Background: an optimization exercise with open tools, aiming at small area. Do not read the settings as production practice. Function was checked by simulation only, so behaviour that the tests miss may differ from the original. No activity file was given, so power comes from the tool's default toggle rates.

run 5:
==> module sp_parser, before the edit <==
module sp_parser (
    input  wire        clk,
    input  wire        rst,         
    input  wire        in_valid,    
    input  wire [7:0]  in_byte,
    input  wire        json_ok,     
    output wire        st_valid,    
    output wire [7:0]  status,      
    output wire        pay_valid,   
    output wire [7:0]  pay_byte,
    output wire [1:0]  msg_state,   
    output wire [1:0]  msg_tag,     
    output wire [15:0] msg_props,
    output wire [15:0] msg_cmd,
    output wire [15:0] msg_plen,
    output wire        msg_stby,
    output wire [31:0] hb_epoch,
    output wire [31:0] hb_serial,
    output wire [15:0] hb_volt,
    output wire [7:0]  hb_temp,
    output wire [7:0]  hb_mode
);
    localparam [1:0] TAG_SAR  = 2'd1;
    localparam [1:0] TAG_STBY = 2'd2;
    localparam [1:0] TAG_HB   = 2'd3;
    reg        r_st_valid;
    reg        r_pay_valid;
    reg  [7:0] r_pay_byte;
    reg        m_valid;         
    reg        m_cinv;          
    reg        ez, ex, ey;
    reg  [3:0] idx;             
    reg  [1:0] tag;             
    reg        hck_hi;          
    reg [10:0] acc;             
    reg [15:0] pck;             
    reg [15:0] props;
    reg  [7:0] sh [0:10];       
    wire       push    = in_valid;
    wire       scan    = (idx[3:1] == 3'd0);
    wire       is_sig  = (in_byte == 8'h54);
    wire       in_pay  = (idx == 4'd12);
    wire       at_cmd  = (idx == 4'd9);
    wire       at_len  = (idx == 4'd11);
    wire       is_hb   = (tag == TAG_HB);
    wire [1:0] code    = (in_byte == 8'h03) ? TAG_SAR  :
                         (in_byte == 8'h05) ? TAG_STBY :
                         (in_byte == 8'h08) ? TAG_HB   : 2'd0;
    wire       cmd_bad = !((in_byte == 8'hFF) && (tag != 2'd0));
    wire [10:0] acc_sub = acc - (in_pay ? 11'd1 : {3'd0, in_byte});
    wire [15:0] pck_sub = pck - {8'd0, in_byte};
    wire [15:0] len    = {in_byte, sh[0]};
    wire       len_bad = (tag == TAG_STBY) ? (len != 16'd1) :
                         is_hb             ? (len != 16'd15) :
                                             (len > 16'd1012);
    wire       acc_lo0 = (acc_sub[3:0] == 4'd0);
    wire       acc_hi0 = (acc_sub[10:4] == 7'd0);
    wire       hck_bad = hck_hi || !(acc_lo0 && acc_hi0);
    wire       hdr_bad = len_bad || hck_bad;
    wire       len_zero = (len == 16'd0);
    wire       done_hdr = at_len && !hdr_bad && len_zero;
    wire       done_pay = in_pay && acc_lo0 && (is_hb || acc_hi0);
    wire       done     = done_hdr || done_pay;
    wire       pck_ok   = (pck_sub == 16'd0);
    wire       sh_pay   = in_pay && ((tag == TAG_STBY) ||
                                     (is_hb && (acc[3] || acc[2])));
    wire       sh_en    = (idx[3:1] == 3'd5) || sh_pay;
    always @(posedge clk) begin
        r_pay_byte <= in_byte;
        if (rst) begin
            r_st_valid  <= 1'b0;
            r_pay_valid <= 1'b0;
            m_valid     <= 1'b0;
            m_cinv      <= 1'b0;
            ez          <= 1'b0;
            ex          <= 1'b0;
            ey          <= 1'b0;
            idx         <= 4'd0;
        end else begin
            r_st_valid  <= push;
            r_pay_valid <= push && in_pay;
            if (push) begin
                m_valid <= 1'b0;
                m_cinv  <= 1'b0;
                ez      <= 1'b0;
                ex      <= 1'b0;
                ey      <= 1'b0;
                if (scan) begin
                    if (is_sig) begin
                        idx <= idx + 4'd1;
                    end else begin
                        idx <= 4'd0;
                        ez  <= 1'b1;
                    end
                end else if (at_cmd && cmd_bad) begin
                    idx <= 4'd0;
                    ez  <= 1'b1;
                    ey  <= 1'b1;
                end else if (at_len && hdr_bad) begin
                    idx <= 4'd0;
                    ex  <= len_bad;
                    ey  <= hck_bad;
                end else if (done) begin
                    idx <= 4'd0;
                    if (!pck_ok) begin
                        ez <= 1'b1;
                        ex <= 1'b1;
                    end else if (tag == TAG_SAR && !json_ok)
                        m_cinv <= 1'b1;
                    else
                        m_valid <= 1'b1;
                end else if (!in_pay) begin
                    idx <= idx + 4'd1;
                end
            end
        end
    end
    integer k;
    always @(posedge clk) begin
        if (push) begin
            case (idx)
                4'd2: acc[7:0]  <= in_byte;
                4'd3: begin
                    acc[10:8] <= in_byte[2:0];
                    hck_hi    <= (in_byte[7:3] != 5'd0);
                end
                4'd4: pck[7:0]  <= in_byte;
                4'd5: pck[15:8] <= in_byte;
                4'd6: props[7:0]  <= in_byte;
                4'd7: props[15:8] <= in_byte;
                4'd8: tag <= code;
                4'd11: acc <= {1'b0, in_byte[1:0], sh[0]};
                default: ;
            endcase
            if ((idx >= 4'd6 && idx <= 4'd10) || in_pay)
                acc <= acc_sub;
            if (in_pay)
                pck <= pck_sub;
            if (sh_en) begin
                sh[0] <= in_byte;
                for (k = 1; k < 11; k = k + 1)
                    sh[k] <= sh[k-1];
            end
            if (sh_pay)
                {acc[10:4], hck_hi} <= sh[10];
        end
    end
    wire [7:0] hb_b0 = {acc[10:4], hck_hi};
    assign st_valid  = r_st_valid;
    assign pay_valid = r_pay_valid;
    assign pay_byte  = r_pay_byte;
    assign status    = {1'b0, m_cinv, ez & ex, !ez & ey, !ez & ex,
                        ez & ey, ez & !ex & !ey, m_valid};
    assign msg_state = {m_valid | m_cinv, m_cinv};
    assign msg_tag   = m_valid ? tag : 2'd0;
    assign msg_props = props;
    assign msg_cmd   = {8'hFF, 4'h0, is_hb, tag == TAG_STBY,
                        tag == TAG_SAR, !is_hb};
    assign msg_plen  = (tag == TAG_SAR)  ? {6'd0, sh[0][1:0], sh[1]} :
                       (tag == TAG_STBY) ? 16'd1 : 16'd15;
    assign msg_stby  = (sh[0] != 8'd0);
    assign hb_epoch  = {sh[8], sh[9], sh[10], hb_b0};
    assign hb_serial = {sh[4], sh[5], sh[6], sh[7]};
    assign hb_volt   = {sh[2], sh[3]};
    assign hb_temp   = sh[1];
    assign hb_mode   = sh[0];
endmodule
clock: 6.0 ns
lec_check: 0
cap_margin: 20
core_margin: 2
core_utilization: 65
slew_margin: 20
standard.sh (not shown) runs the stock make flow with config.mk's settings and CLKGATE_MAP_FILE= SYNTH_SCRIPT=/design/flow/synth_recipe.tcl, a recipe that flattens the netlist after the stock synthesis.
==> flow/flow/run.sh <==
#!/bin/bash
set -euo pipefail
bash standard.sh \
  "BUFFER_PORTS_ARGS=-buffer_cell sky130_fd_sc_hd__buf_1" \
  "CTS_ARGS=-sink_clustering_enable -repair_clock_nets -dont_use_dummy_load -buf_list sky130_fd_sc_hd__clkbuf_8 -sink_clustering_size 30 -sink_clustering_max_diameter 80" \
  finish > flow_standard.log 2>&1
## Diff of input files: run 1 against run 5
--- a/flow/design.v
+++ b/flow/design.v
@@ -37,6 +37,7 @@
     reg [15:0] props;
     reg  [7:0] sh [0:10];       
     wire       push    = in_valid;
+    wire [3:0] idx_inc = {idx[3] ^ (&idx[2:0]), idx[2] ^ (&idx[1:0]), idx[1] ^ idx[0], ~idx[0]};
     wire       scan    = (idx[3:1] == 3'd0);
     wire       is_sig  = (in_byte == 8'h54);
     wire       in_pay  = (idx == 4'd12);
@@ -47,21 +48,47 @@
                          (in_byte == 8'h05) ? TAG_STBY :
                          (in_byte == 8'h08) ? TAG_HB   : 2'd0;
     wire       cmd_bad = !((in_byte == 8'hFF) && (tag != 2'd0));
-    wire [10:0] acc_sub = acc - (in_pay ? 11'd1 : {3'd0, in_byte});
-    wire [15:0] pck_sub = pck - {8'd0, in_byte};
+    wire [7:0]  acc_op  = in_pay ? 8'd1 : in_byte;
+    reg  [10:0] acc_sub;
+    reg  [15:0] pck_sub;
+    reg         abr, pbr, azc, pzc;
+    integer j;
+    always @* begin
+        abr = 1'b0;
+        for (j = 0; j < 8; j = j + 1) begin
+            acc_sub[j] = acc[j] ^ acc_op[j] ^ abr;
+            abr = (~acc[j] & acc_op[j]) | (~acc[j] & abr) | (acc_op[j] & abr);
+        end
+        azc = 1'b1;
+        for (j = 8; j < 11; j = j + 1) begin
+            acc_sub[j] = acc[j] ^ (abr & azc);
+            azc = azc & ~acc[j];
+        end
+        pbr = 1'b0;
+        for (j = 0; j < 8; j = j + 1) begin
+            pck_sub[j] = pck[j] ^ in_byte[j] ^ pbr;
+            pbr = (~pck[j] & in_byte[j]) | (~pck[j] & pbr) | (in_byte[j] & pbr);
+        end
+        pzc = 1'b1;
+        for (j = 8; j < 16; j = j + 1) begin
+            pck_sub[j] = pck[j] ^ (pbr & pzc);
+            pzc = pzc & ~pck[j];
+        end
+    end
     wire [15:0] len    = {in_byte, sh[0]};
+    wire       len_gt  = (len[15:10] != 6'd0) ||
+                         ((len[9:4] == 6'h3F) && (len[3] || (len[2] && (len[1] || len[0]))));
     wire       len_bad = (tag == TAG_STBY) ? (len != 16'd1) :
                          is_hb             ? (len != 16'd15) :
-                                             (len > 16'd1012);
-    wire       acc_lo0 = (acc_sub[3:0] == 4'd0);
-    wire       acc_hi0 = (acc_sub[10:4] == 7'd0);
-    wire       hck_bad = hck_hi || !(acc_lo0 && acc_hi0);
+                                             len_gt;
+    wire       acc_hi0 = (acc[10:4] == 7'd0);
+    wire       hck_bad = hck_hi || (acc != {3'd0, in_byte});
     wire       hdr_bad = len_bad || hck_bad;
     wire       len_zero = (len == 16'd0);
     wire       done_hdr = at_len && !hdr_bad && len_zero;
-    wire       done_pay = in_pay && acc_lo0 && (is_hb || acc_hi0);
+    wire       done_pay = in_pay && (acc[3:0] == 4'd1) && (is_hb || acc_hi0);
     wire       done     = done_hdr || done_pay;
-    wire       pck_ok   = (pck_sub == 16'd0);
+    wire       pck_ok   = (pck == {8'd0, in_byte});
     wire       sh_pay   = in_pay && ((tag == TAG_STBY) ||
                                      (is_hb && (acc[3] || acc[2])));
     wire       sh_en    = (idx[3:1] == 3'd5) || sh_pay;
@@ -87,7 +114,7 @@
                 ey      <= 1'b0;
                 if (scan) begin
                     if (is_sig) begin
-                        idx <= idx + 4'd1;
+                        idx <= idx_inc;
                     end else begin
                         idx <= 4'd0;
                         ez  <= 1'b1;
@@ -110,7 +137,7 @@
                     else
                         m_valid <= 1'b1;
                 end else if (!in_pay) begin
-                    idx <= idx + 4'd1;
+                    idx <= idx_inc;
                 end
             end
         end
--- outcome ---
- Run 1: sum of routed wire length over all layers 13% below run 5
- Run 1 against run 5: flip-flop and latch count neither gained nor lost much; total length of routed met2 wires lost 750 um; critical path data arrival time picked up an extra 0.83 ns.
- In run 1 relative to run 5, total power had gone down by a few percent.
- Of the two candidates, run 5 has the worse internal power consumption and run 1 the better one.
- Run 1 gives more portion of total power attributed to the clock network than run 5 did.
- Looking at overall fraction of global-route tracks in use, run 1 sits 2.5 points lower than run 5 does.
- Re number of stages on the worst hold path: no difference whatsoever between run 5 and run 1.

[static timing again, ports no longer ideal]
In the flow no input, the clock included, has a driving cell. The finished layouts below were timed again as built, in two steps.
Step 1 assumes that a clkbuf_16 drives the clock port and a buf_2 every other input.
Step 2 also shifts input and output timing later by t, the mid clock arrival at the registers, as if the neighbouring blocks saw the same clock.
Slacks: ideal / step 1 / step 2; pairs: ideal / step 1.
run | t (ns) | setup WS [ns] | pins driven straight from the clock port
run 5 | 0.458 | 1.334 / 1.334 / 1.180 | 1
run 1 | 0.471 | 0.374 / 0.374 / 0.206 | 1
After both steps every run listed still meets setup and hold. The setup slack of run 1, which loses most, moves by 0.000 ns with the drivers and by -0.168 ns with both steps.
